Context: an optimization exercise on an open-source flow, tuned for small area, a short achievable clock period and few clock cycles. The choices shown serve that exercise and are no tape-out recipe.
Where RTL was checked, it was by simulation tests only, not by an equivalence proof against the original.
For run 4, only the layout was checked, not whether the RTL still works.
No activity file was given, so power comes from the tool's default toggle rates.

--- flow/config.mk ---
export PLATFORM = sky130hd
export DESIGN_NAME = lep_crc16
export DESIGN_NICKNAME = lep_crc16
export VERILOG_FILES = /design/flow/design.v
export SDC_FILE = /design/flow/constraint.sdc
export NUM_CORES = 4
export LEC_CHECK = 0
export CAP_MARGIN = 20
export CORE_MARGIN = 2
export CORE_UTILIZATION = 40
export PLACE_DENSITY = 0.6
export SETUP_SLACK_MARGIN = 3.0
export SLEW_MARGIN = 20
--- flow/constraint.sdc ---
create_clock -name core_clock -period 8.0 [get_ports {clk}]
set_input_delay 1.6000 -clock core_clock [delete_from_list [all_inputs] [get_ports {clk}]]
set_output_delay 1.6000 -clock core_clock [all_outputs]
set_load 0.01 [all_outputs]
--- flow/design.v ---
module lep_crc16 (
    input  wire        clk,
    input  wire        rst,
    input  wire        host_req,
    input  wire        host_we,
    input  wire [11:0] host_addr,
    input  wire [31:0] host_wdata,
    output reg  [31:0] host_rdata,
    output wire        host_ready,
    output wire        mem_re,
    output wire        mem_we,
    output wire [9:0]  mem_addr,
    output reg  [3:0]  mem_be,
    output wire [31:0] mem_wdata,
    input  wire [31:0] mem_rdata
);
    localparam [9:0] R_CMD        = 10'h000;
    localparam [9:0] R_STATUS     = 10'h001;
    localparam [9:0] R_CTRL       = 10'h002;
    localparam [9:0] R_SRC_ADDR   = 10'h003;
    localparam [9:0] R_SRC_LEN    = 10'h004;
    localparam [9:0] R_DST_ADDR   = 10'h005;
    localparam [9:0] R_DST_CAP    = 10'h006;
    localparam [9:0] R_OUT_LEN    = 10'h007;
    localparam [9:0] R_CRC_CFG    = 10'h008;
    localparam [9:0] R_CRC_STATE  = 10'h009;
    localparam [9:0] R_CRC_RESULT = 10'h00A;
    localparam [2:0] OP_NOP     = 3'd0;
    localparam [2:0] OP_INIT    = 3'd1;
    localparam [2:0] OP_UPDATE  = 3'd2;
    localparam [2:0] OP_BYTE    = 3'd3;
    localparam [2:0] OP_COMPUTE = 3'd4;
    localparam [2:0] OP_STORE   = 3'd5;
    localparam [2:0] OP_VERIFY  = 3'd6;
    localparam [2:0] OP_DNP3    = 3'd7;
    localparam [3:0] E_OK        = 4'd0;
    localparam [3:0] E_INV_ARG   = 4'd2;
    localparam [3:0] E_BUF_SMALL = 4'd4;
    localparam [3:0] E_NOT_SUPP  = 4'd5;
    localparam [3:0] E_CHECKSUM  = 4'd8;
    localparam [3:0] E_OOB       = 4'd10;
    localparam [1:0] S_IDLE = 2'd0;
    localparam [1:0] S_EXEC = 2'd1;
    localparam [1:0] S_RUN  = 2'd2;
    function [15:0] s8_0(input [15:0] x);
        begin
            s8_0[0] = ^{x[0], x[1], x[2], x[3], x[4], x[5], x[6], x[7], x[8]};
            s8_0[1] = x[9];
            s8_0[2] = x[10];
            s8_0[3] = x[11];
            s8_0[4] = x[12];
            s8_0[5] = x[13];
            s8_0[6] = ^{x[0], x[14]};
            s8_0[7] = ^{x[0], x[1], x[15]};
            s8_0[8] = ^{x[1], x[2]};
            s8_0[9] = ^{x[2], x[3]};
            s8_0[10] = ^{x[3], x[4]};
            s8_0[11] = ^{x[4], x[5]};
            s8_0[12] = ^{x[5], x[6]};
            s8_0[13] = ^{x[6], x[7]};
            s8_0[14] = ^{x[0], x[1], x[2], x[3], x[4], x[5], x[6]};
            s8_0[15] = ^{x[0], x[1], x[2], x[3], x[4], x[5], x[6], x[7]};
        end
    endfunction
    function [15:0] s16_0(input [15:0] x);
        begin
            s16_0[0] = ^{x[0], x[1], x[3], x[4], x[5], x[6], x[7], x[8], x[9], x[10], x[11], x[12], x[13], x[14], x[15]};
            s16_0[1] = ^{x[2], x[3]};
            s16_0[2] = ^{x[3], x[4]};
            s16_0[3] = ^{x[4], x[5]};
            s16_0[4] = ^{x[5], x[6]};
            s16_0[5] = ^{x[6], x[7]};
            s16_0[6] = ^{x[7], x[8]};
            s16_0[7] = ^{x[8], x[9]};
            s16_0[8] = ^{x[9], x[10]};
            s16_0[9] = ^{x[10], x[11]};
            s16_0[10] = ^{x[11], x[12]};
            s16_0[11] = ^{x[12], x[13]};
            s16_0[12] = ^{x[0], x[13], x[14]};
            s16_0[13] = ^{x[1], x[14], x[15]};
            s16_0[14] = ^{x[1], x[2], x[3], x[4], x[5], x[6], x[7], x[8], x[9], x[10], x[11], x[12], x[13], x[14]};
            s16_0[15] = ^{x[0], x[2], x[3], x[4], x[5], x[6], x[7], x[8], x[9], x[10], x[11], x[12], x[13], x[14], x[15]};
        end
    endfunction
    function [15:0] s8_1(input [15:0] x);
        begin
            s8_1[0] = ^{x[0], x[4], x[8]};
            s8_1[1] = ^{x[1], x[5], x[9]};
            s8_1[2] = ^{x[2], x[6], x[10]};
            s8_1[3] = ^{x[0], x[3], x[7], x[11]};
            s8_1[4] = ^{x[1], x[12]};
            s8_1[5] = ^{x[2], x[13]};
            s8_1[6] = ^{x[3], x[14]};
            s8_1[7] = ^{x[0], x[4], x[15]};
            s8_1[8] = ^{x[0], x[1], x[5]};
            s8_1[9] = ^{x[1], x[2], x[6]};
            s8_1[10] = ^{x[2], x[3], x[7]};
            s8_1[11] = x[3];
            s8_1[12] = ^{x[0], x[4]};
            s8_1[13] = ^{x[1], x[5]};
            s8_1[14] = ^{x[2], x[6]};
            s8_1[15] = ^{x[3], x[7]};
        end
    endfunction
    function [15:0] s16_1(input [15:0] x);
        begin
            s16_1[0] = ^{x[4], x[5], x[8], x[12]};
            s16_1[1] = ^{x[5], x[6], x[9], x[13]};
            s16_1[2] = ^{x[6], x[7], x[10], x[14]};
            s16_1[3] = ^{x[0], x[7], x[8], x[11], x[15]};
            s16_1[4] = ^{x[0], x[1], x[4], x[5], x[9]};
            s16_1[5] = ^{x[1], x[2], x[5], x[6], x[10]};
            s16_1[6] = ^{x[0], x[2], x[3], x[6], x[7], x[11]};
            s16_1[7] = ^{x[0], x[1], x[3], x[4], x[7], x[8], x[12]};
            s16_1[8] = ^{x[0], x[1], x[2], x[4], x[5], x[8], x[9], x[13]};
            s16_1[9] = ^{x[1], x[2], x[3], x[5], x[6], x[9], x[10], x[14]};
            s16_1[10] = ^{x[2], x[3], x[4], x[6], x[7], x[10], x[11], x[15]};
            s16_1[11] = ^{x[0], x[3], x[7], x[11]};
            s16_1[12] = ^{x[0], x[1], x[4], x[8], x[12]};
            s16_1[13] = ^{x[1], x[2], x[5], x[9], x[13]};
            s16_1[14] = ^{x[2], x[3], x[6], x[10], x[14]};
            s16_1[15] = ^{x[3], x[4], x[7], x[11], x[15]};
        end
    endfunction
    function [15:0] s8_2(input [15:0] x);
        begin
            s8_2[0] = ^{x[3], x[4], x[5], x[8]};
            s8_2[1] = ^{x[0], x[4], x[5], x[6], x[9]};
            s8_2[2] = ^{x[0], x[1], x[5], x[6], x[7], x[10]};
            s8_2[3] = ^{x[0], x[1], x[2], x[3], x[4], x[5], x[6], x[7], x[11]};
            s8_2[4] = ^{x[0], x[1], x[2], x[6], x[7], x[12]};
            s8_2[5] = ^{x[1], x[2], x[4], x[5], x[7], x[13]};
            s8_2[6] = ^{x[0], x[2], x[4], x[6], x[14]};
            s8_2[7] = ^{x[1], x[3], x[5], x[7], x[15]};
            s8_2[8] = ^{x[2], x[3], x[5], x[6]};
            s8_2[9] = ^{x[0], x[3], x[4], x[6], x[7]};
            s8_2[10] = ^{x[0], x[1], x[3], x[7]};
            s8_2[11] = ^{x[1], x[2], x[3], x[5]};
            s8_2[12] = ^{x[0], x[2], x[3], x[4], x[6]};
            s8_2[13] = ^{x[0], x[1], x[3], x[4], x[5], x[7]};
            s8_2[14] = ^{x[1], x[2], x[3], x[6]};
            s8_2[15] = ^{x[2], x[3], x[4], x[7]};
        end
    endfunction
    function [15:0] s16_2(input [15:0] x);
        begin
            s16_2[0] = ^{x[1], x[5], x[6], x[7], x[11], x[12], x[13]};
            s16_2[1] = ^{x[0], x[2], x[6], x[7], x[8], x[12], x[13], x[14]};
            s16_2[2] = ^{x[0], x[1], x[3], x[7], x[8], x[9], x[13], x[14], x[15]};
            s16_2[3] = ^{x[0], x[2], x[4], x[5], x[6], x[7], x[8], x[9], x[10], x[11], x[12], x[13], x[14], x[15]};
            s16_2[4] = ^{x[3], x[8], x[9], x[10], x[14], x[15]};
            s16_2[5] = ^{x[1], x[4], x[5], x[6], x[7], x[9], x[10], x[12], x[13], x[15]};
            s16_2[6] = ^{x[0], x[1], x[2], x[8], x[10], x[12], x[14]};
            s16_2[7] = ^{x[1], x[2], x[3], x[9], x[11], x[13], x[15]};
            s16_2[8] = ^{x[0], x[1], x[2], x[3], x[4], x[5], x[6], x[7], x[10], x[11], x[13], x[14]};
            s16_2[9] = ^{x[0], x[1], x[2], x[3], x[4], x[5], x[6], x[7], x[8], x[11], x[12], x[14], x[15]};
            s16_2[10] = ^{x[2], x[3], x[4], x[8], x[9], x[11], x[15]};
            s16_2[11] = ^{x[0], x[1], x[3], x[4], x[6], x[7], x[9], x[10], x[11], x[13]};
            s16_2[12] = ^{x[1], x[2], x[4], x[5], x[7], x[8], x[10], x[11], x[12], x[14]};
            s16_2[13] = ^{x[0], x[2], x[3], x[5], x[6], x[8], x[9], x[11], x[12], x[13], x[15]};
            s16_2[14] = ^{x[3], x[4], x[5], x[9], x[10], x[11], x[14]};
            s16_2[15] = ^{x[0], x[4], x[5], x[6], x[10], x[11], x[12], x[15]};
        end
    endfunction
    localparam [15:0] RES_0 = 16'h0000;
    localparam [15:0] RES_1 = 16'hF0B8;
    localparam [15:0] RES_2 = 16'h66C5;
    function [15:0] crc_init(input [1:0] v);
        crc_init = v[1] ? 16'h0000 : 16'hFFFF;
    endfunction
    function [15:0] crc_xorout(input [1:0] v);
        crc_xorout = (v == 2'd0) ? 16'h0000 : 16'hFFFF;
    endfunction
    reg [3:0]  status_err;
    reg [1:0]  ctrl;
    reg [31:0] src_addr, src_len, dst_addr, dst_cap;
    reg [12:0] out_len;
    reg [1:0]  crc_var;
    reg [15:0] crc_c;
    wire [15:0] crc_result = crc_c ^ crc_xorout(crc_var);
    reg [1:0]  state;
    reg [2:0]  op;         
    reg [1:0]  evar;       
    reg        xdone;      
    reg [3:0]  xerr;       
    reg [15:0] w_crc;      
    reg [31:0] win;        
    reg [2:0]  kw;         
    reg        wlast;      
    reg        wbfin;      
    reg        wv;         
    reg        half;       
    reg [23:0] prev;       
    reg        rv1;        
    reg        primed;     
    reg [12:0] remf;       
    reg [1:0]  blk;        
    reg [9:0]  rd_ptr;     
    reg [9:0]  wa;         
    reg [1:0]  pp;         
    reg [1:0]  st;         
    reg [23:0] ow;         
    reg        crcph;      
    reg        crcfin;     
    reg        flush;      
    reg        vph;        
    wire [9:0] reg_idx   = host_addr[11:2];
    wire       idle      = (state == S_IDLE);
    wire       cmd_write = host_req && host_we && (reg_idx == R_CMD);
    always @(*) begin
        case (reg_idx)
            R_STATUS:     host_rdata = {28'd0, status_err};
            R_CTRL:       host_rdata = {30'd0, ctrl};
            R_SRC_ADDR:   host_rdata = src_addr;
            R_SRC_LEN:    host_rdata = src_len;
            R_DST_ADDR:   host_rdata = dst_addr;
            R_DST_CAP:    host_rdata = dst_cap;
            R_OUT_LEN:    host_rdata = {19'd0, out_len};
            R_CRC_CFG:    host_rdata = {30'd0, crc_var};
            R_CRC_STATE:  host_rdata = {16'd0, crc_c};
            R_CRC_RESULT: host_rdata = {16'd0, crc_result};
            default:      host_rdata = 32'd0;
        endcase
    end
    wire [2:0] d_op     = host_wdata[2:0];
    wire       d_known  = (host_wdata[7:3] == 5'd0);
    wire       d_hasvar = (d_op == OP_INIT) || (d_op == OP_COMPUTE) || (d_op == OP_VERIFY);
    wire       d_badbit = (host_wdata[31:24] != 8'd0) || (host_wdata[15:10] != 6'd0) ||
                          ((d_op != OP_BYTE) && (host_wdata[23:16] != 8'd0)) ||
                          (!d_hasvar && (host_wdata[9:8] != 2'd0));
    wire       d_badvar = d_hasvar && (host_wdata[9:8] == 2'd3);
    wire        src_hz  = (src_addr[31:13] == 19'd0) && (src_len[31:13] == 19'd0);
    wire        dst_hz  = (dst_addr[31:13] == 19'd0) && (dst_cap[31:13] == 19'd0);
    wire [13:0] ssum    = {1'b0, src_addr[12:0]} + {1'b0, src_len[12:0]};
    wire [13:0] dsum    = {1'b0, dst_addr[12:0]} + {1'b0, dst_cap[12:0]};
    wire        src_ok  = src_hz && (ssum <= 14'd4096);
    wire        src2_ok = src_hz && (ssum <= 14'd4094);
    wire        dst_ok  = dst_hz && (dsum <= 14'd4096);
    wire        cap_lt2 = (dst_cap[31:1] == 31'd0);
    wire        empty   = (src_len == 32'd0);
    wire [12:0] dnp_m    = src_len[12:0] + {3'd0, src_len[12:4], 1'b0} +
                           {11'd0, (src_len[3:0] != 4'd0), 1'b0};
    wire        dnp_fits = (dnp_m <= dst_cap[12:0]);
    reg [3:0] d_rerr;
    always @(*) begin
        d_rerr = E_OK;
        case (d_op)
            OP_UPDATE, OP_COMPUTE: if (!src_ok) d_rerr = E_OOB;
            OP_VERIFY:             if (!src2_ok) d_rerr = E_OOB;
            OP_STORE:              if (!dst_ok) d_rerr = E_OOB;
                                   else if (cap_lt2) d_rerr = E_BUF_SMALL;
            OP_DNP3:               if (!src_ok || !dst_ok) d_rerr = E_OOB;
                                   else if (!dnp_fits) d_rerr = E_BUF_SMALL;
            default: ;
        endcase
    end
    wire [3:0] d_err   = !d_known ? E_NOT_SUPP :
                         (d_badbit || d_badvar) ? E_INV_ARG : d_rerr;
    wire       d_xdone = (d_err != E_OK) || (d_op == OP_NOP) || (d_op == OP_INIT) ||
                         (((d_op == OP_UPDATE) || (d_op == OP_COMPUTE) || (d_op == OP_DNP3)) && empty);
    wire is_upd  = (op == OP_UPDATE);
    wire is_cmp  = (op == OP_COMPUTE);
    wire is_byte = (op == OP_BYTE);
    wire is_sto  = (op == OP_STORE);
    wire is_ver  = (op == OP_VERIFY);
    wire is_dnp  = (op == OP_DNP3);
    wire is_strm = is_upd || is_cmp || is_ver || is_dnp;
    wire exec   = (state == S_EXEC);
    wire active = (exec && !xdone) || (state == S_RUN);
    wire [1:0] lo = src_addr[1:0];
    wire k4   = (kw == 3'd4);
    wire k2   = (kw == 3'd2) || ((kw == 3'd3) && !half);
    wire hsel = half;
    wire [15:0] x0  = w_crc ^ win[15:0];
    wire [15:0] y0  = s16_0(x0);
    wire [15:0] y1  = s16_1(x0);
    wire [15:0] y2  = s16_2(x0);
    wire [15:0] z0  = s16_0(y0 ^ win[31:16]);
    wire [15:0] z1  = s16_1(y1 ^ win[31:16]);
    wire [15:0] z2  = s16_2(y2 ^ win[31:16]);
    wire [15:0] x1  = w_crc ^ {8'd0, (hsel ? win[23:16] : win[7:0])};
    wire [15:0] u0  = s8_0(x1);
    wire [15:0] u1  = s8_1(x1);
    wire [15:0] u2  = s8_2(x1);
    wire [15:0] r0  = k4 ? z0 : (k2 ? y0 : u0);
    wire [15:0] r1  = k4 ? z1 : (k2 ? y1 : u1);
    wire [15:0] r2  = k4 ? z2 : (k2 ? y2 : u2);
    wire [15:0] eng = evar[1] ? r2 : (evar[0] ? r1 : r0);
    wire [15:0] res = evar[1] ? RES_2 : (evar[0] ? RES_1 : RES_0);
    wire cons_en  = active && wv && !crcph && !flush && !vph;
    wire consumed = cons_en && !((kw == 3'd3) && !half);
    wire fm_go    = rv1 && active && is_strm && (remf != 13'd0);
    wire formed   = fm_go && (primed || (lo == 2'd0));
    reg  [31:0] fun;
    always @(*) begin
        case (lo)
            2'd0: fun = mem_rdata;
            2'd1: fun = {mem_rdata[7:0],  prev[23:0]};
            2'd2: fun = {mem_rdata[15:0], prev[23:8]};
            default: fun = {mem_rdata[23:0], prev[23:16]};
        endcase
    end
    wire        item_now = active && ((consumed && is_dnp) || crcph);
    wire [2:0]  ki       = crcph ? 3'd2 : kw;
    wire [15:0] crcval   = is_sto ? crc_result : ~w_crc;
    wire [31:0] item     = crcph ? {16'd0, crcval} : win;
    reg  [31:0] rot;
    always @(*) begin
        case (pp)
            2'd0: rot = item;
            2'd1: rot = {item[23:0], item[31:24]};
            2'd2: rot = {item[15:0], item[31:16]};
            default: rot = {item[7:0], item[31:8]};
        endcase
    end
    wire [3:0]  psum     = {2'b00, pp} + {1'b0, ki};
    wire        complete = (psum >= 4'd4);
    wire [31:0] merged   = {rot[31:24],
                            (pp <= 2'd2) ? rot[23:16] : ow[23:16],
                            (pp <= 2'd1) ? rot[15:8]  : ow[15:8],
                            (pp == 2'd0) ? rot[7:0]   : ow[7:0]};
    wire        wr_now   = (item_now && complete) || (active && flush);
    wire        fin_item = active && crcph && (is_sto || crcfin);
    wire wv_next    = formed || (wv && !consumed);
    wire crcph_next = consumed && is_dnp && wbfin;
    wire rd_now     = idle || (active && is_strm && !wr_now && !(wv_next && crcph_next));
    assign mem_re    = rd_now;
    assign mem_we    = wr_now;
    assign mem_addr  = idle ? src_addr[11:2] : (wr_now ? wa : rd_ptr);
    assign mem_wdata = merged;
    always @(*) begin
        mem_be[0] = (st == 2'd0) && (!flush || (pp != 2'd0));
        mem_be[1] = (st <= 2'd1) && (!flush || (pp >= 2'd2));
        mem_be[2] = (st <= 2'd2) && (!flush || (pp == 2'd3));
        mem_be[3] = !flush;
    end
    wire done_exec = exec && (xdone || is_byte || (is_sto && complete && (psum[1:0] == 2'd0)));
    wire done_run  = (state == S_RUN) &&
                     ((consumed && wlast && (is_upd || is_cmp)) || vph || flush ||
                      (fin_item && (psum[1:0] == 2'd0)));
    wire done      = done_exec || done_run;
    assign host_ready = (idle && !cmd_write) || done;
    always @(posedge clk) begin
        rv1 <= rd_now;
        if (rv1) prev <= mem_rdata[31:8];
        if (rst) begin
            state      <= S_IDLE;
            status_err <= E_OK;
            ctrl       <= 2'b11;
            src_addr   <= 32'd0;
            src_len    <= 32'd0;
            dst_addr   <= 32'd0;
            dst_cap    <= 32'd0;
            out_len    <= 13'd0;
            crc_var    <= 2'd0;
            crc_c      <= 16'hFFFF;
        end else if (idle) begin
            if (host_req && host_we) begin
                case (reg_idx)
                    R_CTRL:      ctrl     <= host_wdata[1:0];
                    R_SRC_ADDR:  src_addr <= host_wdata;
                    R_SRC_LEN:   src_len  <= host_wdata;
                    R_DST_ADDR:  dst_addr <= host_wdata;
                    R_DST_CAP:   dst_cap  <= host_wdata;
                    R_CRC_CFG:   if (host_wdata[1:0] != 2'd3) crc_var <= host_wdata[1:0];
                    R_CRC_STATE: crc_c    <= host_wdata[15:0];
                    default: ;
                endcase
            end
            if (cmd_write) state <= S_EXEC;
            op     <= d_op;
            evar   <= ((d_op == OP_UPDATE) || (d_op == OP_BYTE)) ? crc_var :
                      (d_op == OP_DNP3) ? 2'd2 : host_wdata[9:8];
            xdone  <= d_xdone;
            xerr   <= d_err;
            w_crc  <= crc_c;
            win[7:0] <= host_wdata[23:16];
            kw     <= 3'd1;
            wlast  <= 1'b1;
            half   <= 1'b0;
            wv     <= (d_op == OP_BYTE);
            primed <= 1'b0;
            remf   <= src_len[12:0] + ((d_op == OP_VERIFY) ? 13'd2 : 13'd0);
            blk    <= 2'd0;
            rd_ptr <= src_addr[11:2] + 10'd1;
            wa     <= dst_addr[11:2];
            pp     <= dst_addr[1:0];
            st     <= dst_addr[1:0];
            crcph  <= (d_op == OP_STORE);
            crcfin <= 1'b0;
            flush  <= 1'b0;
            vph    <= 1'b0;
        end else begin
            if (exec && xdone) begin
                status_err <= xerr;
                if (xerr == E_OK) begin
                    if (is_cmp || (op == OP_INIT)) begin
                        crc_var <= evar;
                        crc_c   <= crc_init(evar);
                    end
                    if (is_dnp) out_len <= 13'd0;
                end
            end
            if (exec && (is_cmp || is_ver || is_dnp)) w_crc <= crc_init(evar);
            if (rd_now) rd_ptr <= rd_ptr + 10'd1;
            if (fm_go && !primed && (lo != 2'd0)) primed <= 1'b1;
            if (formed) begin
                win   <= fun;
                kw    <= (remf >= 13'd4) ? 3'd4 : remf[2:0];
                wlast <= (remf <= 13'd4);
                wbfin <= (blk == 2'd3) || (remf <= 13'd4);
                blk   <= blk + 2'd1;
                remf  <= (remf <= 13'd4) ? 13'd0 : remf - 13'd4;
            end
            wv <= wv_next;
            if (cons_en) begin
                w_crc <= eng;
                half  <= (kw == 3'd3) && !half;
            end
            if (consumed) begin
                if (wlast && (is_upd || is_cmp || is_byte)) begin
                    crc_c      <= eng;
                    crc_var    <= evar;
                    status_err <= E_OK;
                end
                if (wlast && is_ver) vph <= 1'b1;
                if (crcph_next) begin
                    crcph  <= 1'b1;
                    crcfin <= wlast;
                end
            end
            if (item_now) begin
                pp <= psum[1:0];
                if (complete) begin
                    st <= 2'd0;
                    wa <= wa + 10'd1;
                    ow <= rot[23:0];
                end else begin
                    ow <= merged[23:0];
                end
            end
            if (crcph) begin
                crcph <= 1'b0;
                w_crc <= 16'h0000;
                if (fin_item && (psum[1:0] != 2'd0)) flush <= 1'b1;
            end
            if ((fin_item && (psum[1:0] == 2'd0)) || flush) begin
                status_err <= E_OK;
                out_len    <= is_dnp ? dnp_m : 13'd2;
            end
            if (vph) status_err <= (w_crc == res) ? E_OK : E_CHECKSUM;
            if (exec && !xdone && !done_exec) state <= S_RUN;
            if (done) state <= S_IDLE;
        end
    end
endmodule
--- flow/run.sh ---
#!/bin/bash
# synth_recipe.tcl (not shown) runs the flow's synth.tcl, then flattens the netlist and writes it again
# the make line also repeats each setting of config.mk as NAME=value (left out here)
make -C /OpenROAD-flow-scripts/flow DESIGN_CONFIG=/design/flow/config.mk WORK_HOME=/design/flow/orfs CLKGATE_MAP_FILE= SYNTH_SCRIPT=/design/flow/synth_recipe.tcl finish
==> run notes, run 1 <==
Crit path arrival time - 3.51 ns
CP cell instances - buf_6, or4_4, nor3_4, nor2b_4, buf_6, buf_4, a22oi_1, nand4_1, buf_2
Clock skew - 0.02843 ns
Number of synthesized flops with an enable pin - 157
Worst-Skew Late Latency - 0.58 ns
H-tree depth - 2
Root buffer cell - clkbuf_16
Required @ worst endpoint - 6.40 ns
Finish-stage setup viols - 0
Min-delay worst type - register to register
Slew at the pin closest to its max-slew limit - 1.180 ns
Rows - 90
CP endpoint kind - output pin
WL/cell - 25.88 um
Total Routed Length - 97.55 mm
Status - timing/DRC/antenna clean
Kind of critical path - input pin to output pin
GPL Wtd Cong - 0.9856
Core area - 60250 um2
Max FO, Critical Path - 8
Vias per inst - 6.100
Hold path start - dst_addr[26]
Reg clk slew, reported paths - 0.06 ns
FF-to-FF End - w_crc[15]
I/O Pins - 161
Initial antenna violation count - 1
Fin Setup TNS - 0 ns
CTS Sinks - 325
Largest net degree at the start of global routing - 78
Worst Hold End - dst_addr[26]
1st-iter DRT viols - 2625
DIE HEIGHT - 250.4 um
CP dominant cell by count - buf_6
Nets - 3105
Total gr overflow - 0
Die footprint - 62720 um2
Final ANT Viol Nets - 0
Total GRT Usage - 29.85%
Via count - 23000
CP Launch Type - input pin
WHS Path Cells - 2
Final HPWL DP - 70.47 mm
Mean post-synth cell area - 8.595 um2
Starting Density - 40.32%
Vias in the first global route - 21710
Async set-or-reset flop fraction in the synthesized netlist - 0%
Pwr dens - 177.0 nW/um2
RSZ-0062 raised after global routing - true
Cells after Synth - 2826
Slew Limit Fails - 0
First-pass GRT wire length - 141.7 mm
Max cap viols - 0
VDD IR max - 136.8 uV
# DRC - 0
Worst hold slack - 0.4736 ns
First-pass DRT Iterations - 8
FF+latch count, synth - 325
R2R Setup Slk - 3.03 ns
Worst slew margin relative to its limit - 20.62%
CTS Hold Bufs - 0
Mapped cell area - 24290 um2
Max Freq - 0.1959 GHz
Final worst-path cycle share - 63.82%
Fin crit period - 5.106 ns
Critical path's largest stage delay - 0.59 ns
Clock buffer depth - 3
Slowest cell on the critical path - or4_4
CTS tree - yes
PortBufs - 158
Filler cells - 5648
Synth warnings - 1
Worst reg-to-reg path cell count - 14
Area Growth Syn to Fin - 20.19%
Die X - 250.4 um
Cts bufs inserted - 40
Synth cell types - 76
Final Hold Viols - 0
Ys flop type - dfxtp_1
Pleak - 10.65 nW
Layout cells sized above 1 - 13.39%
Syn_nets - 2976
Seq/Total Area, Yosys - 33.25%
R2r startpoint - w_crc[8]
[cells in the mapped netlist (62+ instances only)]
library cell,count,share of area [%]
a21oi_1,254,5.2
a22oi_1,66,2.0
clkbuf_1,157,2.4
dfxtp_1,168,14
edfxtp_1,157,19
ha_1,65,3.3
nand2_1,470,7.3
nand3_1,62,1.3
nor2_1,194,3.0
o21ai_0,143,2.9
xnor2_1,285,10
xor2_1,136,4.9
[area by class of cell]
class / instances / area (um2) / area share [%]
antenna: 1 / 2.502 / 0.008572
clock buffer: 55 / 1170 / 4.007
clock inverter: 19 / 196.4 / 0.6729
inverter: 55 / 206.4 / 0.7072
multi-input combinational: 2264 / 15980 / 54.72
sequential: 325 / 8082 / 27.68
tap: 782 / 978.4 / 3.351
timing repair buffer: 269 / 2584 / 8.850
[sequential cells by signal, indices dropped and copies added (netlist names), 16 cells and up]
signal	count
prev	24
dst_addr	32
win	32
dst_cap	32
w_crc	16
src_len	32
ow	24
src_addr	32
crc_c	16
[report_power, final]
part           switching [mW]  leakage [nW]  total [mW]  internal (mW)
combinational           0.875          7.15        1.48          0.601
sequential             0.0217          2.83        1.79           1.76
clock                   0.779         0.671        1.91           1.13
total                    1.67          10.7        5.17           3.49
[metrics by stage]
stage / utilization [%] / power [mW] / cell area [um2] / cells / setup WS, ns
2_1_floorplan: - / 2.792 / 24290 / 2826 / 3.041
3_3_place_gp: 44.15 / 3.223 / 26600 / 3634 / 1.556
3_5_place_dp: 44.15 / 3.225 / 26600 / 3634 / 1.542
4_1_cts: 47.52 / 5.146 / 28630 / 3745 / 2.877
5_1_grt: 48.45 / 5.326 / 29190 / 3769 / 2.799
6_report: 48.46 / 5.168 / 29190 / 3770 / 2.894
[cell usage in the layout (no fill, tap or decap), types with 12 or more instances in the layout]
master and count:
a211oi_1 37, a21boi_0 12, a21o_1 25, a21oi_1 249, a221o_1 23, a222oi_1 14
a22o_1 18, a22oi_1 60, a31oi_1 12, buf_2 34, buf_4 78, buf_6 13
clkbuf_16 47, clkdlybuf4s50_1 103, dfxtp_1 165, edfxtp_1 157, ha_1 64, inv_1 51
mux2i_1 38, mux4_2 34, nand2_1 466, nand3_1 58, nand4_1 18, nor2_1 181
nor2b_1 16, nor3_1 33, nor4_1 34, o211ai_1 20, o21ai_0 129, o21bai_1 13
o22ai_1 27, o31ai_1 13, xnor2_1 268, xnor2_2 37, xnor2_4 14, xor2_1 136
[worst max path at each step]
stage / from / cells after the start / to / slack, ns
floorplan: host_addr[7] / 7 / host_rdata[10] / 3.04
global placement: host_addr[7] / 8 / host_rdata[31] / 1.56
detailed placement: host_addr[7] / 9 / host_rdata[13] / 1.54
CTS: crc_var[1] / 9 / mem_wdata[11] / 2.88
global route: src_len[0] / 22 / xdone / 2.80
finish: host_addr[6] / 9 / host_rdata[0] / 2.89
[logic make-up after synthesis]
logic type,count (synthesis),share of synthesized area [%]
buffers and inverters,238,3.760
muxes,79,5.043
DFF,325,33.25
xor gates and xnor gates,469,18.79
and+or+nand+nor,910,16.22
AOI/OAI and AO/OA,735,19.18
adders and majority gates,70,3.760
[worst max-delay path: cells and delay by family]
| family | cells | cell delay (ns) |
|---|---|---|
| AND/OR/NAND/NOR | 4 | 1.24 |
| buffers and inverters | 4 | 0.59 |
| AO/OA/AOI/OAI | 1 | 0.08 |
[metal layers]
metal  wire length (um)  track usage (%)
met2              43830            47.00
met5                  0                0
met4               4315            11.53
met1              40280            40.94
met3               9135            5.019
[what timing repair did]
item,4_1_cts,5_1_grt
pin swaps,24,26
buffers inserted,32,19
cloned,5,5
setup endpoints to repair,81,72
gates resized for setup,259,71
endpoints found under the hold margin,0,0
Testbench counts, summed over its fixed seeds: cycles 70,843.
==> inputs of run 2 (changes only) <==
--- a/flow/config.mk
+++ b/flow/config.mk
@@ -5,9 +5,10 @@
 export SDC_FILE = /design/flow/constraint.sdc
 export NUM_CORES = 4
 export LEC_CHECK = 0
+export ABC_CLOCK_PERIOD_IN_PS = 4500
 export CAP_MARGIN = 20
 export CORE_MARGIN = 2
 export CORE_UTILIZATION = 40
 export PLACE_DENSITY = 0.6
-export SETUP_SLACK_MARGIN = 3.0
+export SETUP_SLACK_MARGIN = 3.5
 export SLEW_MARGIN = 20
==> run 2 against run 1 <==
Compared with the run above:
- clock power decreased by 5%
- final cell count up 2.1%
- sequential power about the same
- via count increased by 0.96%
- combinational power is 7% higher
- power grew 0.18%
- clock skew up 0.015 ns
- highest routed layer unchanged
- register-to-register slack improved by 0.53 ns
- global-route usage up 0.73 points
- worst setup slack improved by 0.073 ns
- maximum frequency is 1.5% higher
- cell area rose by 5.6%
==> run notes, run 2 <==
Status - timing/DRC/antenna clean
Worst setup endpoint - host_rdata[1]
I/O Pins - 161 (unchanged)
Mapped cell area - 24290 um2 (unchanged)
Core area - 60250 um2 (unchanged)
Die X - 250.4 um (unchanged)
CP Launch Type - input pin
Worst slew margin relative to its limit - 26.03% (+5.4 points)
Final worst-path cycle share - 62.91% (-0.91 points)
Cells after Synth - 2826 (unchanged)
Min-delay worst type - register to register
Crit path arrival time - 3.43 ns (-0.08 ns)
Fin Setup TNS - 0 ns (unchanged)
First-pass GRT wire length - 144.3 mm (+1.8%)
Placed cells - 3634 (unchanged)
Final ANT Viol Nets - 0 (unchanged)
Clock buffer depth - 3 (unchanged)
Worst-Skew Late Latency - 0.57 ns (about the same)
1st-iter DRT viols - 2843 (+8.3%)
Number of synthesized flops with an enable pin - 157 (unchanged)
Die footprint - 62720 um2 (unchanged)
Max cap viols - 0 (unchanged)
Area Growth Syn to Fin - 26.98%
RSZ-0062 raised after global routing - true
Kind of critical path - input pin to output pin
Final Hold Viols - 0 (unchanged)
Slew Limit Fails - 0 (unchanged)
Synth top cells by count - nand2_1 (470), xnor2_1 (285), a21oi_1 (254)
Via count - 23220 (+0.96%)
Rows - 90 (unchanged)
Synth warnings - 1 (unchanged)
Area leader, netlist - edfxtp_1
Synth cell types - 76 (unchanged)
Tot Pwr - 5.177 mW (+0.18%)
Mean post-synth cell area - 8.595 um2 (unchanged)
CTS Sinks - 325 (unchanged)
GPL Wtd Cong - 0.9890 (+0.34%)
Starting Density - 40.32% (unchanged)
R2r startpoint - src_len[0]
DIE HEIGHT - 250.4 um (unchanged)
Root buffer cell - clkbuf_16
WL/cell - 25.61 um (-1.0%)
Required @ worst endpoint - 6.40 ns (about the same)
Pwr dens - 167.9 nW/um2 (-5.2%)
First-pass DRT Iterations - 9 (+1)
Final HPWL DP - 70.36 mm (-0.16%)
Vias in the first global route - 21830 (+0.54%)
Reg clk slew, reported paths - 0.06 ns (about the same)
H-tree depth - 2 (unchanged)
CTS tree - yes
Synth area leaders - edfxtp_1 (19%), dfxtp_1 (14%), xnor2_1 (10%), nand2_1 (7.3%), a21oi_1 (5.2%)
Total GRT Usage - 30.58% (+0.73 points)
Syn_nets - 2976 (unchanged)
# DRC - 0 (unchanged)
Worst reg-to-reg path cell count - 22 (+8)
Clock skew - 0.04376 ns (+0.01533 ns)
CP Launch Point - host_addr[7]
Slew at the pin closest to its max-slew limit - 1.099 ns (-0.08046 ns)
FF-to-FF End - xdone
Seq/Total Area, Yosys - 33.25% (unchanged)
VDD IR max - 121.6 uV (-11%)
Fin crit period - 5.033 ns (-0.07301 ns)
Cts bufs inserted - 39 (-2.5%)
Async set-or-reset flop fraction in the synthesized netlist - 0% (unchanged)
Layout cells sized above 1 - 19.62% (+6.2 points)
Max Freq - 0.1987 GHz (+1.5%)
Largest net degree at the start of global routing - 89 (+14%)
Filler cells - 5514 (-2.4%)
FF+latch count, synth - 325 (unchanged)
Most common cell in the netlist - nand2_1
Pleak - 11.46 nW (+7.6%)
Yosys top cell area share - 19.41% (unchanged)
CP endpoint kind - output pin
Finish-stage setup viols - 0 (unchanged)
Setup ws final - 2.967 ns (+0.07301 ns)
Max FO, Critical Path - 3 (-5)
Pre-CTS setup slack - 1.573 ns (+0.03041 ns)
Most common cell after layout, fill and taps aside - nand2_1
R2R Setup Slk - 3.56 ns (+0.53 ns)
Total Routed Length - 98.55 mm (+1.0%)
Commonest cells after routing, fill and taps aside - nand2_1 (461), xnor2_1 (241), a21oi_1 (237)
Nets - 3188 (+2.7%)
Vias per inst - 6.032 (-1.1%)
Post-Layout Cell Count - 3849 (+2.1%)
Total gr overflow - 0 (unchanged)
Worst hold slack - 0.4686 ns (-0.005050 ns)
Initial antenna violation count - 0 (-1)
PortBufs - 158 (unchanged)
Ys flop type - dfxtp_1
## run 2: cell count changes in the layout (fill, tap and decap cells not counted), sizes merged
cell and delta:
buf +97, clkdlybuf4s50 -24, dlygate4sd2 +14, clkbuf -11, dlymetal6s2s +5, bufbuf +3
diode +3, clkinv -2, clkinvlp -2, inv -2, bufinv -1, clkdlybuf4s15 -1
## run 2: cell type report
cell class	count	area (um2)	share of cell area [%]
sequential	325	8095	26.25
timing repair buffer	353	3342	10.84
tap	782	978.4	3.172
antenna	4	10.01	0.03245
inverter	55	211.5	0.6856
clock inverter	12	131.4	0.4259
multi-input combinational	2264	16930	54.89
clock buffer	54	1146	3.716
## run 2: cell families (layout without fill, tap and decap cells)
kind of cell	count (synthesis)	in the layout	synth area share, %
adders and majority gates	70	70	3.760
AOI/OAI and AO/OA	735	736	19.18
xor gates and xnor gates	469	469	18.79
buffers and inverters	238	474	3.760
other	0	4	0
DFF	325	325	33.25
muxes	79	79	5.043
and+or+nand+nor	910	910	16.22
## run 2: report_power, final
part	total (mW)	leakage (nW)	switching [mW]	internal, mW
clock	1.81	0.629	0.742	1.07
sequential	1.79	2.84	0.0225	1.76
combinational	1.58	7.99	0.914	0.670
## run 2: how the worst min path moves through the flow
| stage | start | endpoint | slack, ns | depth (start not counted) |
|---|---|---|---|---|
| global route | out_len[1] | out_len[1] | 0.48 | 2 |
| floorplan | out_len[1] | out_len[1] | 0.43 | 2 |
| finish | out_len[1] | out_len[1] | 0.47 | 2 |
| CTS | out_len[1] | out_len[1] | 0.47 | 2 |
| detailed placement | out_len[1] | out_len[1] | 0.46 | 2 |
| global placement | out_len[1] | out_len[1] | 0.45 | 2 |
## run 2: through the flow
step           area, um2  utilization [%]
6_report           30840            51.20
5_1_grt            30830            51.18
4_1_cts            29930            49.69
3_5_place_dp       26720            44.36
3_3_place_gp       26720            44.35
2_1_floorplan      24460                -
## run 2: layer usage
metal  share of wire [%]  vias to the layer above  track usage [%]
li1                    -                    10540                -
met1                  42                    11240            42.56
met2                  45                     1248            47.83
met3                 8.7                      199            4.354
met4                 4.5                        0            12.30
met5                   0                        -                0
## run 2: worst max-delay path, stage by stage
cell	delay, ns
buf_8	0.10
or4_4	0.56
nor3_4	0.16
nor2b_4	0.22
buf_6	0.14
buf_6	0.11
a22o_1	0.14
a221oi_2	0.04
nand4_1	0.18
buf_2	0.17
## run 2: timing repair
item	in CTS	in global routing
cloned	6	0
resized for setup	478	95
hold buffers	0	0
setup endpoints to repair	106	92
setup buffers	92	47
pin swaps	69	52
==> inputs of run 3 (changes only) <==
==> flow/config.mk (replaced) <==
export PLATFORM = sky130hd
export DESIGN_NAME = lep_crc16
export DESIGN_NICKNAME = lep_crc16
export VERILOG_FILES = /design/flow/design.v
export SDC_FILE = /design/flow/constraint.sdc
export NUM_CORES = 4
export LEC_CHECK = 0
export CAP_MARGIN = 20
export CORE_MARGIN = 2
export CORE_UTILIZATION = 40
export PLACE_DENSITY = 0.6
export SLEW_MARGIN = 20
==> run 3 against run 2 <==
Compared with the run above:
- clock skew increased by 0.0051 ns
- still clean on timing, DRC and antenna
- core utilization decreased by 4.9 points
- via count decreased by 2.9%
- register-to-register slack got worse by 1.2 ns
- final cell count decreased by 3.9%
- non-clock buffer count decreased by 146
- cell area decreased by 9.5%
- worst hold slack improved by 0.0010 ns
==> run notes, run 3 <==
Status - timing/DRC/antenna clean
Pwr dens - 181.2 nW/um2 (+7.9%)
Reg clk slew, reported paths - 0.06 ns (about the same)
Clk pwr share - 36.6% (+1.7 points)
Required @ worst endpoint - 6.40 ns (about the same)
Vias per inst - 6.093 (+1.0%)
Die X - 250.4 um (unchanged)
Synth top cells by count - nand2_1 (470), xnor2_1 (285), a21oi_1 (254)
Starting Density - 40.32% (unchanged)
Async set-or-reset flop fraction in the synthesized netlist - 0% (unchanged)
Finish-stage setup viols - 0 (unchanged)
CTS tree - yes
Antenna Cells - 0 (-4)
Kind of critical path - input pin to output pin
Placed cells - 3632 (-0.055%)
GPL Wtd Cong - 0.9763 (-1.3%)
Slew Limit Fails - 0 (unchanged)
Area Growth Syn to Fin - 14.94%
First-pass DRT Iterations - 7 (-2)
CP endpoint kind - output pin
Largest net degree at the start of global routing - 73 (-18%)
Min-delay worst type - register to register
Fin Setup TNS - 0 ns (unchanged)
Resized Gates After CTS - 0 (-100%)
PortBufs - 158 (unchanged)
Total GRT Usage - 29.60% (-0.98 points)
Utilization after layout - 46.34% (-4.9 points)
Crit path arrival time - 4.94 ns (+1.51 ns)
Synth warnings - 1 (unchanged)
Via count - 22540 (-2.9%)
Max Freq - 0.1529 GHz (-23%)
Vias in the first global route - 21520 (-1.4%)
Synth cell types - 76 (unchanged)
Fin crit period - 6.538 ns (+1.506 ns)
Worst slew margin relative to its limit - 16.35% (-9.7 points)
Clock skew - 0.04885 ns (+0.005092 ns)
Switching Share - 32.05% (-0.37 points)
Final ANT Viol Nets - 0 (unchanged)
Layout cells sized above 1 - 7.713% (-12 points)
Worst-Skew Late Latency - 0.59 ns (+0.02 ns)
WHS Path Cells - 2 (unchanged)
H-tree depth - 2 (unchanged)
CTS Hold Bufs - 0 (unchanged)
Mean post-synth cell area - 8.595 um2 (unchanged)
Slew at the pin closest to its max-slew limit - 1.243 ns (+0.1439 ns)
Final Hold Viols - 0 (unchanged)
Final worst-path cycle share - 81.73% (+19 points)
Total gr overflow - 0 (unchanged)
Cells after Synth - 2826 (unchanged)
Final HPWL DP - 70.80 mm (+0.62%)
Syn_nets - 2976 (unchanged)
Most common cell after layout, fill and taps aside - nand2_1
# DRC - 0 (unchanged)
Die footprint - 62720 um2 (unchanged)
Combinational share of power - 28.1% (-2.5 points)
WL/cell - 25.59 um (about the same)
Initial antenna violation count - 0 (unchanged)
Worst reg-to-reg path cell count - 13 (-41%)
Mapped cell area - 24290 um2 (unchanged)
Total Routed Length - 94.65 mm (-4.0%)
CP Launch Type - input pin
DIE HEIGHT - 250.4 um (unchanged)
Sw Pwr - 1.621 mW (-3.4%)
Rows - 90 (unchanged)
Register share of total power - 35.3% (+0.8 points)
Yosys top cell area share - 19.41% (unchanged)
Filler cells - 5821 (+5.6%)
Max FO, Critical Path - 19 (+16)
Number of synthesized flops with an enable pin - 157 (unchanged)
Setup Buffers After CTS - 0 (-100%)
Most common cell in the netlist - nand2_1
I/O Pins - 161 (unchanged)
Area leader, netlist - edfxtp_1
Pleak - 9.872 nW (-14%)
Nets - 3041 (-4.6%)
Worst hold slack - 0.4696 ns (+0.001048 ns)
Clock buffer depth - 3 (unchanged)
Post-Layout Cell Count - 3699 (-3.9%)
Max cap viols - 0 (unchanged)
RSZ-0062 raised after global routing - false
Ys flop type - dfxtp_1
Seq/Total Area, Yosys - 33.25% (unchanged)
Commonest cells after routing, fill and taps aside - nand2_1 (469), xnor2_1 (283), a21oi_1 (253)
1st-iter DRT viols - 2426 (-15%)
P_int - 3.437 mW (-1.8%)
First-pass GRT wire length - 140.4 mm (-2.7%)
FF+latch count, synth - 325 (unchanged)
Root buffer cell - clkbuf_16
CTS Sinks - 325 (unchanged)
Core area - 60250 um2 (unchanged)
Cts bufs inserted - 39 (unchanged)
VDD IR max - 138.3 uV (+14%)
Synth area leaders - edfxtp_1 (19%), dfxtp_1 (14%), xnor2_1 (10%), nand2_1 (7.3%), a21oi_1 (5.2%)
==> run 3: cell counts after synthesis <==
Identical to the previous run, type by type.
==> run 3: area by class of cell <==
cell class / count / area, um2 / share of cell area, %
clock inverters: 13 / 165.2 / 0.5916
well taps: 782 / 978.4 / 3.505
flip-flops and latches: 325 / 8080 / 28.94
clock buffers: 54 / 1136 / 4.069
repair buffers: 207 / 1947 / 6.973
inverters: 55 / 206.4 / 0.7394
multi-input cells: 2263 / 15410 / 55.18
==> run 3: path summary, 6_finish.rpt <==
path | slack (ns) | endpoint | from
worst min register to register | 0.47 | src_len[20] | src_len[20]
worst max-delay path | 1.46 | host_rdata[13] | host_addr[7]
worst max register to register | 2.38 | w_crc[12] | w_crc[9]
worst min-delay path | 0.47 | src_len[20] | src_len[20]
==> run 3: power by group through the flow <==
| stage | sequential, mW | combinational, mW | clock (mW) |
|---|---|---|---|
| floorplan | 1.81 | 0.981 | 0 |
| global placement | 1.82 | 1.40 | 0 |
| detailed placement | 1.82 | 1.39 | 0 |
| CTS | 1.78 | 1.40 | 1.87 |
| global route | 1.79 | 1.50 | 1.93 |
| finish | 1.78 | 1.42 | 1.85 |
==> run 3: kinds of logic after synthesis <==
family | synth area share (%)
AO/OA/AOI/OAI | 19.18
buffers and inverters | 3.760
flip-flops | 33.25
XOR/XNOR | 18.79
multiplexers | 5.043
AND/OR/NAND/NOR | 16.22
adder cells (fa/ha/maj) | 3.760
==> run 3: critical path, cell delays in order <==
cell	delay [ns]
clkdlybuf4s50_1	0.42
or4_1	0.60
nor2_1	0.13
nand2_1	0.18
nor2_2	0.70
buf_4	0.41
a22oi_1	0.14
nand3_1	0.12
clkdlybuf4s50_1	0.62
==> run 3: per-stage QoR <==
stage                     power, mW  worst slack (ns)  instance area, um2
final                         5.058             1.462               27920
after global routing          5.216             1.368               27920
after CTS                     5.056             1.541               27900
after detailed placement      3.208             1.560               26590
after global placement        3.214             1.581               26590
after floorplan               2.792             2.889               24290
==> run 3: layer usage <==
metal | up-vias | track usage [%] | wire [um]
met4 | 0 | 10.32 | 3512
li1 | 10220 | - | -
met5 | - | 0 | 0
met1 | 11010 | 41.81 | 40780
met3 | 178 | 3.897 | 7736
met2 | 1129 | 46.49 | 42620
==> inputs of run 4 (changes only) <==
--- a/flow/design.v
+++ b/flow/design.v
@@ -5,7 +5,7 @@
     input  wire        host_we,
     input  wire [11:0] host_addr,
     input  wire [31:0] host_wdata,
-    output reg  [31:0] host_rdata,
+    output wire [31:0] host_rdata,
     output wire        host_ready,
     output wire        mem_re,
     output wire        mem_we,
@@ -181,8 +181,7 @@
     reg [1:0]  state;
     reg [2:0]  op;         
     reg [1:0]  evar;       
-    reg        xdone;      
-    reg [3:0]  xerr;       
+    reg        xbad;       
     reg [15:0] w_crc;      
     reg [31:0] win;        
     reg [2:0]  kw;         
@@ -207,21 +206,23 @@
     wire [9:0] reg_idx   = host_addr[11:2];
     wire       idle      = (state == S_IDLE);
     wire       cmd_write = host_req && host_we && (reg_idx == R_CMD);
+    reg [31:0] rd_lo;
     always @(*) begin
-        case (reg_idx)
-            R_STATUS:     host_rdata = {28'd0, status_err};
-            R_CTRL:       host_rdata = {30'd0, ctrl};
-            R_SRC_ADDR:   host_rdata = src_addr;
-            R_SRC_LEN:    host_rdata = src_len;
-            R_DST_ADDR:   host_rdata = dst_addr;
-            R_DST_CAP:    host_rdata = dst_cap;
-            R_OUT_LEN:    host_rdata = {19'd0, out_len};
-            R_CRC_CFG:    host_rdata = {30'd0, crc_var};
-            R_CRC_STATE:  host_rdata = {16'd0, crc_c};
-            R_CRC_RESULT: host_rdata = {16'd0, crc_result};
-            default:      host_rdata = 32'd0;
+        case (host_addr[5:2])
+            4'd1:    rd_lo = {28'd0, status_err};
+            4'd2:    rd_lo = {30'd0, ctrl};
+            4'd3:    rd_lo = src_addr;
+            4'd4:    rd_lo = src_len;
+            4'd5:    rd_lo = dst_addr;
+            4'd6:    rd_lo = dst_cap;
+            4'd7:    rd_lo = {19'd0, out_len};
+            4'd8:    rd_lo = {30'd0, crc_var};
+            4'd9:    rd_lo = {16'd0, crc_c};
+            4'd10:   rd_lo = {16'd0, crc_result};
+            default: rd_lo = 32'd0;
         endcase
     end
+    assign host_rdata = rd_lo & {32{host_addr[11:6] == 6'd0}};
     wire [2:0] d_op     = host_wdata[2:0];
     wire       d_known  = (host_wdata[7:3] == 5'd0);
     wire       d_hasvar = (d_op == OP_INIT) || (d_op == OP_COMPUTE) || (d_op == OP_VERIFY);
@@ -241,23 +242,16 @@
     wire [12:0] dnp_m    = src_len[12:0] + {3'd0, src_len[12:4], 1'b0} +
                            {11'd0, (src_len[3:0] != 4'd0), 1'b0};
     wire        dnp_fits = (dnp_m <= dst_cap[12:0]);
-    reg [3:0] d_rerr;
-    always @(*) begin
-        d_rerr = E_OK;
-        case (d_op)
-            OP_UPDATE, OP_COMPUTE: if (!src_ok) d_rerr = E_OOB;
-            OP_VERIFY:             if (!src2_ok) d_rerr = E_OOB;
-            OP_STORE:              if (!dst_ok) d_rerr = E_OOB;
-                                   else if (cap_lt2) d_rerr = E_BUF_SMALL;
-            OP_DNP3:               if (!src_ok || !dst_ok) d_rerr = E_OOB;
-                                   else if (!dnp_fits) d_rerr = E_BUF_SMALL;
-            default: ;
-        endcase
+    wire [3:0] d_err = !d_known ? E_NOT_SUPP : (d_badbit || d_badvar) ? E_INV_ARG : E_OK;
+    reg f_src_ok, f_src2_ok, f_dst_ok, f_cap_lt2, f_empty, f_fits;
+    always @(posedge clk) begin
+        f_src_ok  <= src_ok;
+        f_src2_ok <= src2_ok;
+        f_dst_ok  <= dst_ok;
+        f_cap_lt2 <= cap_lt2;
+        f_empty   <= empty;
+        f_fits    <= dnp_fits;
     end
-    wire [3:0] d_err   = !d_known ? E_NOT_SUPP :
-                         (d_badbit || d_badvar) ? E_INV_ARG : d_rerr;
-    wire       d_xdone = (d_err != E_OK) || (d_op == OP_NOP) || (d_op == OP_INIT) ||
-                         (((d_op == OP_UPDATE) || (d_op == OP_COMPUTE) || (d_op == OP_DNP3)) && empty);
     wire is_upd  = (op == OP_UPDATE);
     wire is_cmp  = (op == OP_COMPUTE);
     wire is_byte = (op == OP_BYTE);
@@ -266,6 +260,21 @@
     wire is_dnp  = (op == OP_DNP3);
     wire is_strm = is_upd || is_cmp || is_ver || is_dnp;
     wire exec   = (state == S_EXEC);
+    reg [3:0] rerr;
+    always @(*) begin
+        rerr = E_OK;
+        case (op)
+            OP_UPDATE, OP_COMPUTE: if (!f_src_ok) rerr = E_OOB;
+            OP_VERIFY:             if (!f_src2_ok) rerr = E_OOB;
+            OP_STORE:              if (!f_dst_ok) rerr = E_OOB;
+                                   else if (f_cap_lt2) rerr = E_BUF_SMALL;
+            OP_DNP3:               if (!f_src_ok || !f_dst_ok) rerr = E_OOB;
+                                   else if (!f_fits) rerr = E_BUF_SMALL;
+            default: ;
+        endcase
+    end
+    wire xdone = xbad || (rerr != E_OK) || (op == OP_NOP) || (op == OP_INIT) ||
+                 ((is_upd || is_cmp || is_dnp) && f_empty);
     wire active = (exec && !xdone) || (state == S_RUN);
     wire [1:0] lo = src_addr[1:0];
     wire k4   = (kw == 3'd4);
@@ -282,10 +291,13 @@
     wire [15:0] u0  = s8_0(x1);
     wire [15:0] u1  = s8_1(x1);
     wire [15:0] u2  = s8_2(x1);
-    wire [15:0] r0  = k4 ? z0 : (k2 ? y0 : u0);
-    wire [15:0] r1  = k4 ? z1 : (k2 ? y1 : u1);
-    wire [15:0] r2  = k4 ? z2 : (k2 ? y2 : u2);
-    wire [15:0] eng = evar[1] ? r2 : (evar[0] ? r1 : r0);
+    wire k1  = !k4 && !k2;
+    wire sv0 = (evar == 2'd0);
+    wire sv1 = (evar == 2'd1);
+    wire sv2 = evar[1];
+    wire [15:0] eng = ({16{sv0 && k4}} & z0) | ({16{sv0 && k2}} & y0) | ({16{sv0 && k1}} & u0) |
+                      ({16{sv1 && k4}} & z1) | ({16{sv1 && k2}} & y1) | ({16{sv1 && k1}} & u1) |
+                      ({16{sv2 && k4}} & z2) | ({16{sv2 && k2}} & y2) | ({16{sv2 && k1}} & u2);
     wire [15:0] res = evar[1] ? RES_2 : (evar[0] ? RES_1 : RES_0);
     wire cons_en  = active && wv && !crcph && !flush && !vph;
     wire consumed = cons_en && !((kw == 3'd3) && !half);
@@ -302,7 +314,7 @@
     end
     wire        item_now = active && ((consumed && is_dnp) || crcph);
     wire [2:0]  ki       = crcph ? 3'd2 : kw;
-    wire [15:0] crcval   = is_sto ? crc_result : ~w_crc;
+    wire [15:0] crcval   = ~w_crc;
     wire [31:0] item     = crcph ? {16'd0, crcval} : win;
     reg  [31:0] rot;
     always @(*) begin
@@ -367,13 +379,20 @@
                     default: ;
                 endcase
             end
-            if (cmd_write) state <= S_EXEC;
+            if (cmd_write) begin
+                state      <= S_EXEC;
+                status_err <= d_err;
+                if ((d_err == E_OK) && (d_op == OP_INIT)) begin
+                    crc_var <= host_wdata[9:8];
+                    crc_c   <= crc_init(host_wdata[9:8]);
+                end
+            end
             op     <= d_op;
             evar   <= ((d_op == OP_UPDATE) || (d_op == OP_BYTE)) ? crc_var :
                       (d_op == OP_DNP3) ? 2'd2 : host_wdata[9:8];
-            xdone  <= d_xdone;
-            xerr   <= d_err;
-            w_crc  <= crc_c;
+            xbad   <= (d_err != E_OK);
+            w_crc  <= ((d_op == OP_COMPUTE) || (d_op == OP_VERIFY)) ? crc_init(host_wdata[9:8]) :
+                      (d_op == OP_DNP3) ? 16'h0000 : (d_op == OP_STORE) ? ~crc_result : crc_c;
             win[7:0] <= host_wdata[23:16];
             kw     <= 3'd1;
             wlast  <= 1'b1;
@@ -391,17 +410,16 @@
             flush  <= 1'b0;
             vph    <= 1'b0;
         end else begin
-            if (exec && xdone) begin
-                status_err <= xerr;
-                if (xerr == E_OK) begin
-                    if (is_cmp || (op == OP_INIT)) begin
+            if (exec && !xbad) begin
+                if (rerr != E_OK) status_err <= rerr;
+                else if (f_empty) begin
+                    if (is_cmp) begin
                         crc_var <= evar;
                         crc_c   <= crc_init(evar);
                     end
                     if (is_dnp) out_len <= 13'd0;
                 end
             end
-            if (exec && (is_cmp || is_ver || is_dnp)) w_crc <= crc_init(evar);
             if (rd_now) rd_ptr <= rd_ptr + 10'd1;
             if (fm_go && !primed && (lo != 2'd0)) primed <= 1'b1;
             if (formed) begin
@@ -413,15 +431,12 @@
                 remf  <= (remf <= 13'd4) ? 13'd0 : remf - 13'd4;
             end
             wv <= wv_next;
-            if (cons_en) begin
-                w_crc <= eng;
-                half  <= (kw == 3'd3) && !half;
-            end
+            if (cons_en) half <= (kw == 3'd3) && !half;
+            if (cons_en || crcph) w_crc <= eng & {16{cons_en}};
             if (consumed) begin
                 if (wlast && (is_upd || is_cmp || is_byte)) begin
                     crc_c      <= eng;
                     crc_var    <= evar;
-                    status_err <= E_OK;
                 end
                 if (wlast && is_ver) vph <= 1'b1;
                 if (crcph_next) begin
@@ -441,13 +456,10 @@
             end
             if (crcph) begin
                 crcph <= 1'b0;
-                w_crc <= 16'h0000;
                 if (fin_item && (psum[1:0] != 2'd0)) flush <= 1'b1;
             end
-            if ((fin_item && (psum[1:0] == 2'd0)) || flush) begin
-                status_err <= E_OK;
-                out_len    <= is_dnp ? dnp_m : 13'd2;
-            end
+            if ((fin_item && (psum[1:0] == 2'd0)) || flush)
+                out_len <= is_dnp ? dnp_m : 13'd2;
             if (vph) status_err <= (w_crc == res) ? E_OK : E_CHECKSUM;
             if (exec && !xdone && !done_exec) state <= S_RUN;
             if (done) state <= S_IDLE;
--- a/flow/config.mk
+++ b/flow/config.mk
@@ -9,4 +9,5 @@
 export CORE_MARGIN = 2
 export CORE_UTILIZATION = 40
 export PLACE_DENSITY = 0.6
+export SETUP_SLACK_MARGIN = 3.6
 export SLEW_MARGIN = 20
==> run 4 against run 3 <==
Compared with the run above:
- cell area up 12%
- largest cell class unchanged
- critical path depth up 3
- synthesized area up 0.61%
- still clean
- highest routed layer is now met5
==> run notes, run 4 <==
CTS Sinks - 327 (+0.62%)
Syn_nets - 3000 (+0.81%)
Fin crit period - 4.940 ns (-1.598 ns)
Cell class contributing the biggest share of worst-path delay - compound AO/OA/AOI/OAI gates
Max FO, Critical Path - 6 (-13)
CTS tree - yes
FF+latch count, synth - 327 (+0.62%)
Worst-Skew Late Latency - 0.59 ns (about the same)
Yosys top cell area share - 18.80% (-0.61 points)
CP cell instances - nand2b_4, o221ai_2, a21o_1, nor2b_4, nor4bb_4, a21oi_4, nor3_4, and3_4, a311o_1, a22oi_2, o21ai_2, buf_2
Cells after Synth - 2850 (+0.85%)
Rows - 90 (unchanged)
Largest net degree at the start of global routing - 81 (+11%)
Final worst-path cycle share - 61.75% (-20 points)
Area Growth Syn to Fin - 27.52%
Die X - 251.2 um (+0.30%)
Final ANT Viol Nets - 0 (unchanged)
Crit path arrival time - 3.34 ns (-1.60 ns)
DIE HEIGHT - 251.2 um (+0.30%)
CP endpoint kind - output pin
Root buffer cell - clkbuf_16
Vias per inst - 6.105 (+0.20%)
Starting Density - 40.49% (+0.17 points)
Final HPWL DP - 70.92 mm (+0.17%)
VDD IR max - 288.3 uV (+110%)
PortBufs - 158 (unchanged)
Initial antenna violation count - 2 (+2)
Placed cells - 3646 (+0.39%)
Kind of critical path - register to output pin
Slew Limit Fails - 0 (unchanged)
Cts bufs inserted - 39 (unchanged)
Critical path depth - 12 (+3)
# DRC - 0 (unchanged)
Vias in the first global route - 22660 (+5.3%)
Worst reg-to-reg path cell count - 35 (+22)
Slowest cell on the critical path - edfxtp_1
RSZ-0062 raised after global routing - true
1st-iter DRT viols - 2512 (+3.5%)
Max cap viols - 0 (unchanged)
Pleak - 11.36 nW (+15%)
Post-Layout Cell Count - 3878 (+4.8%)
Min-delay worst type - register to register
Layout cells sized above 1 - 19.26% (+12 points)
Synth top cells by count - nand2_1 (465), a21oi_1 (298), xnor2_1 (294)
Synth warnings - 1 (unchanged)
Utilization after layout - 51.63% (+5.3 points)
Synth area leaders - edfxtp_1 (19%), dfxtp_1 (14%), xnor2_1 (11%), nand2_1 (7.1%), a21oi_1 (6.1%)
Fin Setup TNS - 0 ns (unchanged)
Clock buffer depth - 3 (unchanged)
Total gr overflow - 0 (unchanged)
Max Freq - 0.2024 GHz (+32%)
Final Hold Viols - 0 (unchanged)
Mapped cell area - 24440 um2 (+0.61%)
Slew at the pin closest to its max-slew limit - 0.9672 ns (-0.2760 ns)
Mean post-synth cell area - 8.575 um2 (-0.24%)
Synth cell types - 79 (+3.9%)
CP Launch Type - register
Count of buffer and inverter cells on the critical path - 1 (-2)
CTS Hold Bufs - 0 (unchanged)
Nets - 3217 (+5.8%)
Finish-stage setup viols - 0 (unchanged)
Worst setup endpoint - host_ready
Seq/Total Area, Yosys - 33.05% (-0.20 points)
Via count - 23680 (+5.0%)
Async set-or-reset flop fraction in the synthesized netlist - 0% (unchanged)
Most common cell in the netlist - nand2_1
WL/cell - 26.13 um (+2.1%)
GPL Wtd Cong - 0.9750 (-0.13%)
R2r startpoint - op[1]
FF-to-FF End - status_err[2]
Critical path's largest stage delay - 0.52 ns (-0.18 ns)
Area leader, netlist - edfxtp_1
Worst slew margin relative to its limit - 35.38% (+19 points)
Core area - 60360 um2 (+0.19%)
Ys flop type - dfxtp_1
Required @ worst endpoint - 6.40 ns (about the same)
Commonest cells after routing, fill and taps aside - nand2_1 (459), a21oi_1 (263), xnor2_1 (252)
Reg clk slew, reported paths - 0.06 ns (about the same)
First-pass DRT Iterations - 7 (unchanged)
H-tree depth - 2 (unchanged)
I/O Pins - 161 (unchanged)
Pwr dens - 246.0 nW/um2 (+36%)
Number of synthesized flops with an enable pin - 153 (-2.5%)
Clock skew - 0.03636 ns (-0.01249 ns)
Status - timing/DRC/antenna clean
R2R Setup Slk - 3.48 ns (+1.10 ns)
CP Launch Point - op[0]
Most common cell after layout, fill and taps aside - nand2_1
Die footprint - 63090 um2 (+0.60%)
Total GRT Usage - 31.12% (+1.5 points)
Total Routed Length - 101.3 mm (+7.1%)
First-pass GRT wire length - 147.7 mm (+5.2%)
[run 4: changes by cell type in the layout (fill, tap and decap cells not counted), moves of 24 or more]
cell / before / now
buf_4: 50 / 136
clkdlybuf4s50_1: 157 / 84
buf_6: 0 / 63
xor2_1: 136 / 99
o21ai_0: 143 / 107
xnor2_1: 283 / 252
buf_2: 0 / 24
[run 4: cell families (layout without fill, tap and decap cells)]
family | count (synthesis) | count (layout) | synth area share (%)
and+or+nand+nor | 920 | 923 | 16.54
AOI/OAI and AO/OA | 743 | 743 | 18.71
xor gates and xnor gates | 461 | 461 | 19.15
DFF | 327 | 327 | 33.05
buffers and inverters | 254 | 496 | 3.947
muxes | 75 | 75 | 4.854
adders and majority gates | 70 | 70 | 3.737
other | 0 | 1 | 0
[run 4: stage by stage]
| step | area, um2 | setup slack (ns) | hold slack (ns) | power, mW |
|---|---|---|---|---|
| after floorplan | 24700 | 3.576 | 0.4442 | 4.620 |
| after global placement | 26860 | 1.371 | 0.4539 | 5.447 |
| after detailed placement | 26860 | 1.436 | 0.4645 | 5.439 |
| after CTS | 30060 | 3.069 | 0.4720 | 7.402 |
| after global routing | 31160 | 2.889 | 0.4891 | 7.956 |
| final | 31160 | 3.060 | 0.4746 | 7.665 |
[run 4: what timing repair did]
| item | 4_1_cts | 5_1_grt |
|---|---|---|
| pin swaps | 41 | 27 |
| buffers inserted | 109 | 43 |
| endpoints found under the setup margin | 114 | 96 |
| gates cloned | 9 | 1 |
| gates resized for setup | 425 | 143 |
[run 4: cell type report]
type                    count  area (um2)
fillers                  5516       29190
multi-input cells        2272       17010
flip-flops and latches    327        8098
repair buffers            359        3538
clock buffers              52        1079
well taps                 782       978.4
inverters                  67       292.8
clock inverters            17       157.7
repair inverters            1       7.507
diodes                      1       2.502
[run 4: worst min-delay path by stage]
| stage | start | to | cells after the start |
|---|---|---|---|
| 2_1_floorplan | src_addr[22] | src_addr[22] | 2 |
| 3_3_place_gp | src_addr[18] | src_addr[18] | 2 |
| 3_5_place_dp | src_len[14] | src_len[14] | 2 |
| 4_1_cts | dst_addr[14] | dst_addr[14] | 2 |
| 5_1_grt | src_len[23] | src_len[23] | 2 |
| 6_report | dst_cap[27] | dst_cap[27] | 2 |
[run 4: where the power goes]
group          switching (mW)  internal, mW
registers              0.0427          1.78
clock network           0.765         0.991
logic                    2.23          1.86
total                    3.04          4.63
[run 4: routing by layer]
layer,GRT usage (%),wire [um]
met5,0,17
met4,17.07,6486
met3,4.224,7338
met2,51.21,47110
met1,39.57,40390
[run 4: worst min-delay path: cells and delay by family (launching register included)]
family	cells	cell delay [ns]
AOI/OAI and AO/OA	1	0.05
DFF	1	0.32
and+or+nand+nor	1	0.05

## static timing again, ports no longer ideal
The results above use ideal ports. As a check the final layouts listed here were re-extracted and re-timed, cells and wires unchanged. Step 1 assumes that a clkbuf_16 drives the clock port and a buf_2 every other input. Step 2 also shifts input and output timing later by t, the mid clock arrival at the registers, as if the neighbouring blocks saw the same clock. a / b / c = no drivers / after step 1 / after step 2; a / b = the first two.
run	t, ns	slack for setup (ns)	clock arrival spread, ns	worst slew at a driven data input, ns	pins driven straight from the clock port
run 1	0.625	2.894 / 2.862 / 2.862	0.029 / 0.029	0.06	1
run 2	0.616	2.967 / 2.929 / 2.929	0.044 / 0.044	0.05	1
run 3	0.623	1.462 / 1.442 / 1.442	0.050 / 0.049	0.05	1
run 4	0.632	3.060 / 2.995 / 3.164	0.037 / 0.038	0.09	1
After both steps setup and hold are still met in every run listed. For run 2, which loses most, drivers alone change the setup slack by -0.038 ns; drivers and shift together by -0.038 ns.
